This is an optimization exercise on Yosys and OpenROAD, whose aim is small area, a short achievable clock period and few clock cycles, not a production implementation. Only simulation tests tie the RTL to the original design; equivalence was not proved. Power and IR drop assume default switching activity.

run A:
// od_client
module od_client (
    input  wire        clk,
    input  wire        rst,
    input  wire        cmd_valid,
    output reg         cmd_ready,
    input  wire        cmd_write,
    input  wire [15:0] cmd_idx,
    input  wire [7:0]  cmd_sub,
    input  wire [2:0]  cmd_wid,
    input  wire        cmd_sgn,
    input  wire [31:0] cmd_val,
    input  wire [31:0] cmd_tmo,
    output reg         tx_valid,
    output reg  [7:0]  tx_data,
    output reg         tx_last,
    input  wire        tx_ready,
    input  wire        txr_valid,
    input  wire        txr_ok,
    output reg         txr_ready,
    input  wire        rx_valid,
    input  wire [7:0]  rx_data,
    output reg         rx_ready,
    input  wire        tick,
    output reg         res_valid,
    output reg  [3:0]  res_kind,
    output reg  [2:0]  res_cause,
    output reg  [31:0] res_info,
    output reg  [31:0] res_val,
    input  wire        res_ready
);
    localparam [7:0] START    = 8'h7E;
    localparam [7:0] ESC      = 8'h7D;
    localparam [7:0] OP_READ  = 8'h01;
    localparam [7:0] OP_WRITE = 8'h02;
    localparam [3:0] K_OK = 4'd0, K_FRAME = 4'd1, K_TIMEOUT = 4'd2,
                     K_PROTO = 4'd3, K_DEVICE = 4'd4, K_WRFAIL = 4'd9,
                     K_CMD = 4'd10;
    localparam [2:0] FE_MARKER = 3'd1, FE_TRUNC = 3'd2, FE_CRC = 3'd4;
    localparam [2:0] PE_OPCODE = 3'd1, PE_SHAPE = 3'd2, PE_WIDTH = 3'd3;
    localparam [2:0] CE_OPERAND = 3'd3;
    localparam [2:0] R_START = 3'd0, R_OPC = 3'd1, R_LEN = 3'd2,
                     R_PAY = 3'd3, R_CLO = 3'd4, R_CHI = 3'd5;
    reg        txing;        
    reg        txend;        
  ...
Size: ~1600 cells after synthesis, ~180 flip-flops, ~200 I/O pins, roughly 12000 sq um of cells after synthesis.
export LEC_CHECK = 0
export ABC_AREA = 1
export CAP_MARGIN = 20
export CORE_MARGIN = 2
export CORE_UTILIZATION = 40
export SETUP_SLACK_MARGIN = 2.85
export SLEW_MARGIN = 20
create_clock -name core_clock -period 5.0 [get_ports {clk}]
standard.sh (not shown) runs the stock make flow with config.mk's settings and CLKGATE_MAP_FILE= SYNTH_SCRIPT=/design/flow/synth_recipe.tcl, a recipe that flattens the netlist after the stock synthesis.
==> flow/flow/run.sh <==
#!/bin/bash
# The standard layout, with plain buffers (buf_2) on the ports instead of the
# delay cells that buffer_ports picks by default. Every port still gets its
# own buffer.
set -euo pipefail
bash standard.sh "BUFFER_PORTS_ARGS=-buffer_cell sky130_fd_sc_hd__buf_2" finish > standard.log 2>&1
Run A | stages: all done | timing, DRC, antenna: all pass
Testbench counts of run A, summed over its fixed seeds: cycles 7,284.
The inputs of run B differ from those of run A as listed below.
# run A
export LEC_CHECK = 0
export ABC_AREA = 1
export CAP_MARGIN = 20
export CORE_MARGIN = 2
export CORE_UTILIZATION = 40
export SETUP_SLACK_MARGIN = 2.85
export SLEW_MARGIN = 20
create_clock -name core_clock -period 5.0 [get_ports {clk}]
# run B
export LEC_CHECK = 0
export ABC_AREA = 1
export CAP_MARGIN = 20
export CORE_MARGIN = 2
export CORE_UTILIZATION = 55
export CTS_BUF_LIST = sky130_fd_sc_hd__clkbuf_8
export SETUP_SLACK_MARGIN = 2.85
export SLEW_MARGIN = 20
create_clock -name core_clock -period 5.0 [get_ports {clk}]
--- outcome ---
Run A -> run B: net count reported at finish increased slightly
Comparing run A and run B, the higher highest attainable clock frequency is on run A.
Clock power for run B: 21% down relative to run A
Met2 track demand over resource in global routing: run B vs run A up 11 points
Run B ended with more count of non-CTS buffers in the layout than run A.
Maximum single-stage delay on the critical path delta for run B relative to run A: 0.02 ns higher
Against run A as the reference, run B delivers a lower final worst slack.
Run B against run A; average wire per cell in the routed design is up slightly.
Lower data-path buffer share of cell area in the final layout among run A and run B: run A
Number of ordinary inverters in the final layout for run B: 1 up relative to run A
Of run A and run B, the run reporting the lower actual transition at the worst max-transition pin was run A.
For run C, these inputs were changed with respect to run B:
# run B
export LEC_CHECK = 0
export ABC_AREA = 1
export CAP_MARGIN = 20
export CORE_MARGIN = 2
export CORE_UTILIZATION = 55
export CTS_BUF_LIST = sky130_fd_sc_hd__clkbuf_8
export SETUP_SLACK_MARGIN = 2.85
export SLEW_MARGIN = 20
create_clock -name core_clock -period 5.0 [get_ports {clk}]
# run C
export LEC_CHECK = 0
export ABC_AREA = 1
export CAP_MARGIN = 20
export CORE_MARGIN = 2
export CORE_UTILIZATION = 40
export SETUP_SLACK_MARGIN = 2.85
export SLEW_MARGIN = 20
create_clock -name core_clock -period 5.0 [get_ports {clk}]
==> flow/run.sh (new file) <==
#!/bin/bash
# synth_recipe.tcl (not shown) runs the flow's synth.tcl, then flattens the netlist and writes it again
# the make line also repeats each setting of config.mk as NAME=value (left out here)
make -C /OpenROAD-flow-scripts/flow DESIGN_CONFIG=/design/flow/config.mk WORK_HOME=/design/flow/orfs CLKGATE_MAP_FILE= SYNTH_SCRIPT=/design/flow/synth_recipe.tcl finish
removed: flow/flow/run.sh
removed: flow/standard.sh
Results
Run C vs run B, routed length on met1 went up by 2.4 mm. Delta (run C minus run B): initial core utilization -15 points; non-clock buffer count rose by 70. Against run B as the reference, run C delivers a higher clock-buffer cell count. Fraction of area in multi-input gates (lower): run C. STATUS minimum hold slack: run C loses against run B. Compared with run B, run C shows wire length of the first global-routing pass higher by about 6%.

---

v22:
Another version of the RTL of od_client (not shown whole).
Size in the first run: ~1500 cells after synthesis, about 200 I/O pins, about 11000 sq um of cells after synthesis.
export LEC_CHECK = 0
export ABC_AREA = 1
export CAP_MARGIN = 20
export CORE_MARGIN = 2
export CORE_UTILIZATION = 55
export CTS_BUF_LIST = sky130_fd_sc_hd__clkbuf_8
export SETUP_SLACK_MARGIN = 2.7
export SLEW_MARGIN = 20
create_clock -name core_clock -period 5.0 [get_ports {clk}]
==> flow/flow/run.sh <==
#!/bin/bash
# The standard layout, with plain buffers (buf_1) on the ports instead of the
# delay cells that buffer_ports picks by default. Every port still gets its
# own buffer.
set -euo pipefail
bash standard.sh "BUFFER_PORTS_ARGS=-buffer_cell sky130_fd_sc_hd__buf_1" finish > standard.log 2>&1
Testbench counts of v22, summed over its fixed seeds: cycles 7,284.
Changes in v59 relative to v22:
# v22
export LEC_CHECK = 0
export ABC_AREA = 1
export CAP_MARGIN = 20
export CORE_MARGIN = 2
export CORE_UTILIZATION = 55
export CTS_BUF_LIST = sky130_fd_sc_hd__clkbuf_8
export SETUP_SLACK_MARGIN = 2.7
export SLEW_MARGIN = 20
create_clock -name core_clock -period 5.0 [get_ports {clk}]
# v59
export LEC_CHECK = 0
export ABC_AREA = 1
export CAP_MARGIN = 20
export CORE_MARGIN = 2
export CORE_UTILIZATION = 45
export CTS_BUF_LIST = sky130_fd_sc_hd__clkbuf_8
export SETUP_SLACK_MARGIN = 2.85
export SLEW_MARGIN = 20
create_clock -name core_clock -period 5.0 [get_ports {clk}]
--- outcome ---
v59: done, clean on timing, DRC and antenna
Sequential group power essentially unchanged between v22 and v59.
Compared to v22, v59 has layout-stage area growth over the synthesis result 9.8 points higher.
Critical path depth, v59 and v22, higher one = v59.
Between v59 and v22, the non-clock buffer count is lower for v22.
Combinational cell fraction of total power sits higher in v59 than in v22.
Compared v59 vs v22, and proportion of power drawn by flip-flops and latches is down in v59.
In the flow results for v59 and v22, the portion of total power attributed to the clock network is smaller on v22.
Taking v22 as 1.0, v59 lands at 1.11 on wire length of the first global-routing pass.
Modified inputs, v38 compared to v59
# v59
export LEC_CHECK = 0
export ABC_AREA = 1
export CAP_MARGIN = 20
export CORE_MARGIN = 2
export CORE_UTILIZATION = 45
export CTS_BUF_LIST = sky130_fd_sc_hd__clkbuf_8
export SETUP_SLACK_MARGIN = 2.85
export SLEW_MARGIN = 20
create_clock -name core_clock -period 5.0 [get_ports {clk}]
# v38
export LEC_CHECK = 0
export ABC_AREA = 1
export CAP_MARGIN = 20
export CORE_MARGIN = 2
export CORE_UTILIZATION = 55
export CTS_BUF_LIST = sky130_fd_sc_hd__clkbuf_8
export SETUP_SLACK_MARGIN = 2.8
export SLEW_MARGIN = 20
create_clock -name core_clock -period 5.0 [get_ports {clk}]
## What came out
- v38 finished every stage and its layout cleared the timing, design-rule and antenna checks.
- Power share of the combinational group in v38 is 2.0 points below v59.
- On total routed wirelength, v38 does better than v59.
- As far as adder and majority gate portion of the synthesized area goes, v59 and v38 are indistinguishable; the numbers are identical.
Input changes introduced in v51 (baseline for comparison: v38):
# v38
export LEC_CHECK = 0
export ABC_AREA = 1
export CAP_MARGIN = 20
export CORE_MARGIN = 2
export CORE_UTILIZATION = 55
export CTS_BUF_LIST = sky130_fd_sc_hd__clkbuf_8
export SETUP_SLACK_MARGIN = 2.8
export SLEW_MARGIN = 20
create_clock -name core_clock -period 5.0 [get_ports {clk}]
# v51
export LEC_CHECK = 0
export ABC_AREA = 1
export CAP_MARGIN = 20
export CORE_MARGIN = 2
export CORE_UTILIZATION = 55
export CTS_BUF_LIST = sky130_fd_sc_hd__clkbuf_8
export SETUP_SLACK_MARGIN = 2.85
export SLEW_MARGIN = 20
create_clock -name core_clock -period 5.0 [get_ports {clk}]
==> run summary <==
Summary of v51 over v38: number of fill cells in the layout fell 3.9%, number of non-filler instances in the completed layout rose about 2.8%, total of plain and repair buffers excluding clock buffers rose about 20%, share of total power consumed by net switching rose 0.66 points, post-route core utilization rose 3.2 points.
Compared with v38, v51 shows final weighted congestion in routability-driven placement higher by about 4%.
Lower share of power burned in combinational logic was reported by v38, not v51.

---

== try-umber ==
od_client, a different RTL version from the one above (not shown whole).
For scale: about 1,500 cells after synthesis, roughly 170 flip-flops, ~12,000 um^2 of cells after synthesis.
export LEC_CHECK = 0
export ABC_AREA = 1
export CAP_MARGIN = 20
export CORE_MARGIN = 2
export CORE_UTILIZATION = 40
export SETUP_SLACK_MARGIN = 2.85
export SLEW_MARGIN = 20
create_clock -name core_clock -period 5.0 [get_ports {clk}]
==> flow/flow/run.sh <==
#!/bin/bash
# The standard layout, with plain buffers (buf_2) on the ports instead of the
# delay cells that buffer_ports picks by default. Every port still gets its
# own buffer.
set -euo pipefail
bash standard.sh "BUFFER_PORTS_ARGS=-buffer_cell sky130_fd_sc_hd__buf_2" finish > standard.log 2>&1
Testbench counts of try-umber, summed over its fixed seeds: cycles 7,284.
## Diff of input files: try-cedar against try-umber
- CTS_BUF_LIST now sky130_fd_sc_hd__clkbuf_8, previously not set
- CORE_UTILIZATION now 55, was 40
- ABC_AREA now 0, was 1
## What came out
- try-cedar vs try-umber, layout clock buffer count went down by 2.
- | number of iterations in the first detailed-routing pass | try-cedar vs try-umber | 3 higher |
- Summary — clock transition at the registers of the reported paths, try-cedar relative to try-umber: higher, by 0.03 ns.
- Across both runs, initial antenna violation count was lower for try-cedar than for try-umber.

-- static timing again, ports no longer ideal --
How much do the figures lean on ideal ports? The routed layouts below were timed once more, with nothing changed but the port constraints. Step 1: set_driving_cell puts a clkbuf_16 on clk and a buf_2 on each other input, an assumption about the parent block. Step 2 also shifts input and output timing later by t, the mid clock arrival at the registers, as if the neighbouring blocks saw the same clock. a / b / c = ideal ports / drivers / drivers and shift; a / b = the first two.
run | t (ns) | setup slack, ns | clock arrival spread, ns
run A | 0.496 | 2.846 / 2.793 / 2.391 | 0.018 / 0.018
run B | 0.515 | 2.809 / 2.762 / 2.346 | 0.023 / 0.022
run C | 0.495 | 2.786 / 2.789 / 2.294 | 0.027 / 0.027
v22 | 0.516 | 2.661 / 2.618 / 2.258 | 0.020 / 0.019
v59 | 0.528 | 2.795 / 2.750 / 2.327 | 0.022 / 0.021
v38 | 0.508 | 2.772 / 2.730 / 2.339 | 0.023 / 0.023
v51 | 0.532 | 2.801 / 2.801 / 2.347 | 0.022 / 0.021
try-umber | 0.483 | 2.825 / 2.773 / 2.348 | 0.019 / 0.019
try-cedar | 0.534 | 2.352 / 2.352 / 1.969 | 0.017 / 0.017
After both steps setup and hold are still met in every run listed. For run C, which loses most, drivers alone change the setup slack by +0.003 ns; drivers and shift together by -0.492 ns.
